This design comes from an exercise in tuning for small area on the open sky130 flow, not from production work.
At most, simulation tests tie the RTL to the original design; equivalence was not proved.
Power is estimated from default activity; no workload was simulated.

==> job 7348 <==
==> flow/design.v <==
module jtag_pdi_sniffer (
    input  wire       clk,
    input  wire       rst,         
    input  wire       smp_valid,   
    input  wire       tms,
    input  wire       tdi,
    input  wire       tdo,
    output wire       out_valid,
    output wire [7:0] out_data,
    output reg        pdi_err
);
    localparam [3:0] S_RESET      = 4'hF,
                     S_IDLE       = 4'hC,
                     S_SELECT_DR  = 4'h7,
                     S_CAPTURE_DR = 4'h6,
                     S_SHIFT_DR   = 4'h2,
                     S_EXIT1_DR   = 4'h1,
                     S_PAUSE_DR   = 4'h3,
                     S_EXIT2_DR   = 4'h0,
                     S_UPDATE_DR  = 4'h5,
                     S_SELECT_IR  = 4'h4,
                     S_CAPTURE_IR = 4'hE,
                     S_SHIFT_IR   = 4'hA,
                     S_EXIT1_IR   = 4'h9,
                     S_PAUSE_IR   = 4'hB,
                     S_EXIT2_IR   = 4'h8,
                     S_UPDATE_IR  = 4'hD;
    localparam [1:0] K_END  = 2'd0,    
                     K_NEXT = 2'd1,    
                     K_REP  = 2'd2,    
                     K_CAP  = 2'd3;    
    reg [3:0] tap;
    reg       ir_rst;      
    reg [3:0] irs;
    reg [31:0] dri;
    reg [9:0]  dro;        
    reg [3:0] tap_next;
    always @(*) begin
        case (tap)
            S_RESET:      tap_next = tms ? S_RESET     : S_IDLE;
            S_IDLE:       tap_next = tms ? S_SELECT_DR : S_IDLE;
            S_SELECT_DR:  tap_next = tms ? S_SELECT_IR : S_CAPTURE_DR;
            S_CAPTURE_DR: tap_next = tms ? S_EXIT1_DR  : S_SHIFT_DR;
            S_SHIFT_DR:   tap_next = tms ? S_EXIT1_DR  : S_SHIFT_DR;
            S_EXIT1_DR:   tap_next = tms ? S_UPDATE_DR : S_PAUSE_DR;
            S_PAUSE_DR:   tap_next = tms ? S_EXIT2_DR  : S_PAUSE_DR;
            S_EXIT2_DR:   tap_next = tms ? S_UPDATE_DR : S_SHIFT_DR;
            S_UPDATE_DR:  tap_next = tms ? S_SELECT_DR : S_IDLE;
            S_SELECT_IR:  tap_next = tms ? S_RESET     : S_CAPTURE_IR;
            S_CAPTURE_IR: tap_next = tms ? S_EXIT1_IR  : S_SHIFT_IR;
            S_SHIFT_IR:   tap_next = tms ? S_EXIT1_IR  : S_SHIFT_IR;
            S_EXIT1_IR:   tap_next = tms ? S_UPDATE_IR : S_PAUSE_IR;
            S_PAUSE_IR:   tap_next = tms ? S_EXIT2_IR  : S_PAUSE_IR;
            S_EXIT2_IR:   tap_next = tms ? S_UPDATE_IR : S_SHIFT_IR;
            default:      tap_next = tms ? S_SELECT_DR : S_IDLE;  
        endcase
    end
    always @(posedge clk) begin
        if (rst) begin
            tap    <= S_RESET;
            ir_rst <= 1'b1;
            irs    <= 4'h0;
            dri    <= 32'h0;
            dro    <= 10'h0;
        end else if (smp_valid) begin
            tap <= tap_next;
            if (tap == S_RESET)     ir_rst <= 1'b1;
            if (tap == S_UPDATE_IR) ir_rst <= 1'b0;
            if (tap == S_SHIFT_IR)  irs <= {tdi, irs[3:1]};
            if (tap == S_SHIFT_DR) begin
                dri <= {tdi, dri[31:1]};
                dro <= {tdo, dro[9:1]};
            end
        end
    end
    wire is_id  = ir_rst | (irs == 4'h3);
    wire is_pdi = !ir_rst && (irs == 4'h7);
    wire commit = smp_valid && (tap == S_UPDATE_DR) && (is_id || is_pdi);
    reg [6:1] e;
    always @(posedge clk) begin
        if (rst) e <= 6'd0;
        else     e <= {e[5:1], commit};
    end
    reg        idle;
    reg        dir;        
    reg [1:0]  kind;
    reg [1:0]  m;          
    reg [1:0]  arg;        
    reg        dir2;       
    reg [31:0] rep;
    reg [23:0] acc;
    wire       wr    = idle | dir;
    wire [8:0] frame = wr ? dri[30:22] : dro[8:0];
    wire       bad   = ^frame;
    wire [7:0] b     = frame[7:0];
    wire       upd   = e[2] & is_pdi;
    wire       data  = upd & !bad & !idle;
    wire       last  = (m == 2'd0);
    reg [1:0] aph;
    reg       apend;       
    reg       lpend;       
    wire      a0     = (aph == 2'd0);
    wire      app    = a0 & (apend | cap_app);
    wire      rep_ld = a0 & (lpend | cap_end);
    wire [7:0] y     = (app | rep_ld) ? dri[29:22] : acc[23:16];
    always @(posedge clk) acc <= {acc[15:0], y};
    always @(posedge clk) begin
        if (rst) begin
            aph   <= 2'd0;
            apend <= 1'b0;
            lpend <= 1'b0;
        end else begin
            aph   <= (app | rep_ld | (aph == 2'd2)) ? 2'd0 : aph + 2'd1;
            apend <= (apend | cap_app) & !a0;
            lpend <= (lpend | cap_end) & !a0;
        end
    end
    localparam [1:0] M_NONE = 2'd0,
                     M_STEP = 2'd1,
                     M_CLR  = 2'd2,
                     M_LD   = 2'd3;
    reg [1:0] ph;
    reg [1:0] md;
    reg       spend;       
    wire rep_zero = (rep == 32'd0);
    wire rep_step = data & last & (kind == K_REP) & !rep_zero;
    wire cap_app  = data & !last & (kind == K_CAP);   
    wire cap_end  = data & last & (kind == K_CAP);    
    wire rep_clr  = rst | (upd & bad & !idle & (kind == K_REP));
    wire z2 = (rep[23:16] == 8'd0);
    wire z1 = (rep[15:8]  == 8'd0);
    wire z0 = (rep[7:0]   == 8'd0);
    wire bw = (md == M_STEP) &
              ((ph == 2'd3) | (z2 & ((ph == 2'd2) | (z1 & ((ph == 2'd1) | z0)))));
    reg [8:0] bc;          
    reg [7:0] hd;
    integer k;
    always @(*) begin
        bc[0] = bw;
        for (k = 0; k < 8; k = k + 1) begin
            hd[k]   = rep[24+k] ^ bc[k];
            bc[k+1] = bc[k] & !rep[24+k];
        end
    end
    wire [1:0] ls    = rep_ld ? 2'd0 : ph;
    wire       lmask = ({1'b0, ls} + {1'b0, arg}) < 3'd3;
    wire [7:0] x = (rep_clr | (md == M_CLR) | ((rep_ld | (md == M_LD)) & lmask)) ? 8'd0 :
                   (rep_ld  | (md == M_LD))  ? acc[23:16] : hd;
    always @(posedge clk) rep <= {rep[23:0], x};
    always @(posedge clk) begin
        if (rep_clr | rep_ld) begin
            ph    <= 2'd1;
            md    <= rep_clr ? M_CLR : M_LD;
            spend <= 1'b0;
        end else begin
            ph <= ph + 2'd1;
            if (ph == 2'd3) begin
                md    <= (spend | rep_step) ? M_STEP : M_NONE;
                spend <= 1'b0;
            end else if (rep_step) begin
                spend <= 1'b1;
            end
        end
    end
    wire [3:0] op = b[7:4];
    always @(posedge clk) begin
        if (rst)
            idle <= 1'b1;
        else if (upd)
            idle <= bad | (idle ? (op == 4'hF)
                                : last & (kind != K_NEXT) & ((kind != K_REP) | rep_zero));
    end
    always @(posedge clk) begin
        if (upd) begin
            if (idle) begin
                arg  <= (op == 4'h7) ? 2'd3 : b[1:0];
                dir2 <= b[5];
                case (op)
                    4'h0, 4'h2: begin dir <= 1'b1; kind <= K_NEXT; m <= b[3:2]; end  
                    4'h7:       begin dir <= 1'b1; kind <= K_NEXT; m <= 2'd3;   end  
                    4'h1:       begin dir <= 1'b0; kind <= K_REP;  m <= b[1:0]; end  
                    4'h3:       begin dir <= 1'b1; kind <= K_REP;  m <= b[1:0]; end  
                    4'h5:       begin dir <= 1'b1; kind <= K_CAP;  m <= b[1:0]; end  
                    4'h6:       begin dir <= 1'b1; kind <= K_END;  m <= 2'd0;   end  
                    default:    begin dir <= 1'b0; kind <= K_END;  m <= 2'd0;   end
                endcase
            end else if (!last) begin
                m <= m - 2'd1;
            end else if (kind == K_NEXT) begin
                kind <= K_END;
                dir  <= dir2;
                m    <= arg;
            end else begin
                m <= arg;
            end
        end
    end
    wire pdi_ok = !idle && !bad;    
    assign out_valid = (e[1] & (is_id | pdi_ok)) | (e[2] & !is_id & pdi_ok) |
                       ((e[3] | e[4] | e[5] | e[6]) & is_id);
    always @(*) pdi_err = e[1] & !is_id & bad;
    assign out_data = ({8{e[1]}} & {7'b0001000, !is_id}) |
                      ({8{e[2]}} & b) |
                      ({8{e[3]}} & dri[31:24]) |
                      ({8{e[4]}} & dri[23:16]) |
                      ({8{e[5]}} & dri[15:8]) |
                      ({8{e[6]}} & dri[7:0]);
endmodule
==> flow/flow/run.sh <==
#!/bin/bash
# Standard layout, with two changes: clock tree synthesis without dummy
# loads (and clkbuf_4 buffers), and plain buf_1 cells as the port buffers.
set -euo pipefail
export CTS_ARGS="-sink_clustering_enable -repair_clock_nets -buf_list sky130_fd_sc_hd__clkbuf_4 -sink_clustering_size 40 -sink_clustering_max_diameter 100 -dont_use_dummy_load"
export BUFFER_PORTS_ARGS="-buffer_cell sky130_fd_sc_hd__buf_1"
bash standard.sh > standard.log 2>&1
==> flow/standard.sh <==
#!/bin/bash
# synth_recipe.tcl (not shown) runs the flow's synth.tcl, then flattens the netlist and writes it again
# the make line also repeats each setting of config.mk as NAME=value (left out here)
make -C /OpenROAD-flow-scripts/flow DESIGN_CONFIG=/design/flow/config.mk WORK_HOME=/design/flow/orfs CLKGATE_MAP_FILE= SYNTH_SCRIPT=/design/flow/synth_recipe.tcl "${@:-finish}"
==> flow/config.mk <==
export PLATFORM = sky130hd
export DESIGN_NAME = jtag_pdi_sniffer
export DESIGN_NICKNAME = jtag_pdi_sniffer
export VERILOG_FILES = /design/flow/design.v
export SDC_FILE = /design/flow/constraint.sdc
export NUM_CORES = 4
export LEC_CHECK = 0
export ABC_AREA = 0
export CAP_MARGIN = 20
export CORE_MARGIN = 2
export CORE_UTILIZATION = 40
export CTS_BUF_LIST = sky130_fd_sc_hd__clkbuf_4
export CTS_CLUSTER_DIAMETER = 100
export CTS_CLUSTER_SIZE = 40
export SLEW_MARGIN = 20
==> flow/constraint.sdc <==
create_clock -name core_clock -period 10.0 [get_ports {clk}]
set_input_delay 2.0000 -clock core_clock [delete_from_list [all_inputs] [get_ports {clk}]]
set_output_delay 2.0000 -clock core_clock [all_outputs]
set_load 0.01 [all_outputs]
==> job 6715: changes against job 7348 <==
--- a/flow/design.v
+++ b/flow/design.v
@@ -98,67 +98,22 @@
     wire       last  = (m == 2'd0);
-    reg [1:0] aph;
-    reg       apend;       
-    reg       lpend;       
-    wire      a0     = (aph == 2'd0);
-    wire      app    = a0 & (apend | cap_app);
-    wire      rep_ld = a0 & (lpend | cap_end);
-    wire [7:0] y     = (app | rep_ld) ? dri[29:22] : acc[23:16];
-    always @(posedge clk) acc <= {acc[15:0], y};
-    always @(posedge clk) begin
-        if (rst) begin
-            aph   <= 2'd0;
-            apend <= 1'b0;
-            lpend <= 1'b0;
-        end else begin
-            aph   <= (app | rep_ld | (aph == 2'd2)) ? 2'd0 : aph + 2'd1;
-            apend <= (apend | cap_app) & !a0;
-            lpend <= (lpend | cap_end) & !a0;
-        end
-    end
-    localparam [1:0] M_NONE = 2'd0,
-                     M_STEP = 2'd1,
-                     M_CLR  = 2'd2,
-                     M_LD   = 2'd3;
-    reg [1:0] ph;
-    reg [1:0] md;
-    reg       spend;       
-    wire rep_zero = (rep == 32'd0);
-    wire rep_step = data & last & (kind == K_REP) & !rep_zero;
-    wire cap_app  = data & !last & (kind == K_CAP);   
-    wire cap_end  = data & last & (kind == K_CAP);    
-    wire rep_clr  = rst | (upd & bad & !idle & (kind == K_REP));
-    wire z2 = (rep[23:16] == 8'd0);
-    wire z1 = (rep[15:8]  == 8'd0);
-    wire z0 = (rep[7:0]   == 8'd0);
-    wire bw = (md == M_STEP) &
-              ((ph == 2'd3) | (z2 & ((ph == 2'd2) | (z1 & ((ph == 2'd1) | z0)))));
-    reg [8:0] bc;          
-    reg [7:0] hd;
+    reg        repz;
+    wire       rep_step = data & last & (kind == K_REP);
+    wire       rep_ld   = data & last & (kind == K_CAP);
+    reg [32:0] rz;
     integer k;
     always @(*) begin
-        bc[0] = bw;
-        for (k = 0; k < 8; k = k + 1) begin
-            hd[k]   = rep[24+k] ^ bc[k];
-            bc[k+1] = bc[k] & !rep[24+k];
-        end
+        rz[0] = rep_step & !repz;
+        for (k = 0; k < 32; k = k + 1) rz[k+1] = rz[k] & !rep[k];
     end
-    wire [1:0] ls    = rep_ld ? 2'd0 : ph;
-    wire       lmask = ({1'b0, ls} + {1'b0, arg}) < 3'd3;
-    wire [7:0] x = (rep_clr | (md == M_CLR) | ((rep_ld | (md == M_LD)) & lmask)) ? 8'd0 :
-                   (rep_ld  | (md == M_LD))  ? acc[23:16] : hd;
-    always @(posedge clk) rep <= {rep[23:0], x};
+    wire rep_zero = repz | rz[32];
     always @(posedge clk) begin
-        if (rep_clr | rep_ld) begin
-            ph    <= 2'd1;
-            md    <= rep_clr ? M_CLR : M_LD;
-            spend <= 1'b0;
-        end else begin
-            ph <= ph + 2'd1;
-            if (ph == 2'd3) begin
-                md    <= (spend | rep_step) ? M_STEP : M_NONE;
-                spend <= 1'b0;
-            end else if (rep_step) begin
-                spend <= 1'b1;
-            end
-        end
+        if (rep_ld) rep <= {acc, b};
+        else        rep <= rep ^ rz[31:0];
+    end
+    always @(posedge clk) begin
+        if (rst | (upd & bad & !idle & (kind == K_REP)) | rz[32]) repz <= 1'b1;
+        else if (rep_ld)                                           repz <= 1'b0;
+    end
+    always @(posedge clk) begin
+        if (upd) acc <= idle ? 24'd0 : {acc[15:0], b};
     end
- CORE_UTILIZATION: 40 -> 65
==> comparison <==
Job 7348 ran to the end with no violations. Job 6715 ran to the end with no violations. Against job 7348, the sequential power of job 6715 is smaller by 6.4%. Against job 7348, the power of job 6715 is lower by 9.9%. In job 6715 the cell count is smaller than in job 7348, by about 6%. Against job 7348, the wire length of job 6715 is smaller by 3.8%. Against job 7348, the via count of job 6715 is higher by 0.87%. Against job 6715, the area after synthesis of job 7348 is smaller by 4.3%. Between job 6715 and job 7348, the lower design area is in job 7348 (gap about 2.7%, measured against job 7348). In job 7348 the register-to-register slack is higher than in job 6715, by 5.2 ns. Clock-buffer cell count is the same in job 6715 and job 7348.
For job 7348, only the layout was checked, not whether the RTL still works.

==> re-timing with driven ports <==
Ports are ideal in the flow. The routed layouts listed here were re-timed in OpenROAD.
Step 1 sets driving cells, clkbuf_16 on the clock port and buf_2 on the other inputs (assumed; they add their load-dependent delay and slew).
Step 2 also shifts input and output timing later by t, the mid clock arrival at the registers, as if the neighbouring blocks saw the same clock.
Slacks: ideal ports / drivers / drivers and shift; pairs: ideal ports / drivers.
| run | t (ns) | setup slack, ns | hold slack, ns |
|---|---|---|---|
| job 7348 | 0.512 | 4.649 / 4.615 / 5.127 | 0.290 / 0.290 / 0.290 |
| job 6715 | 0.518 | 0.722 / 0.722 / 0.722 | 0.427 / 0.427 / 0.427 |
After both steps every run listed still meets setup and hold.
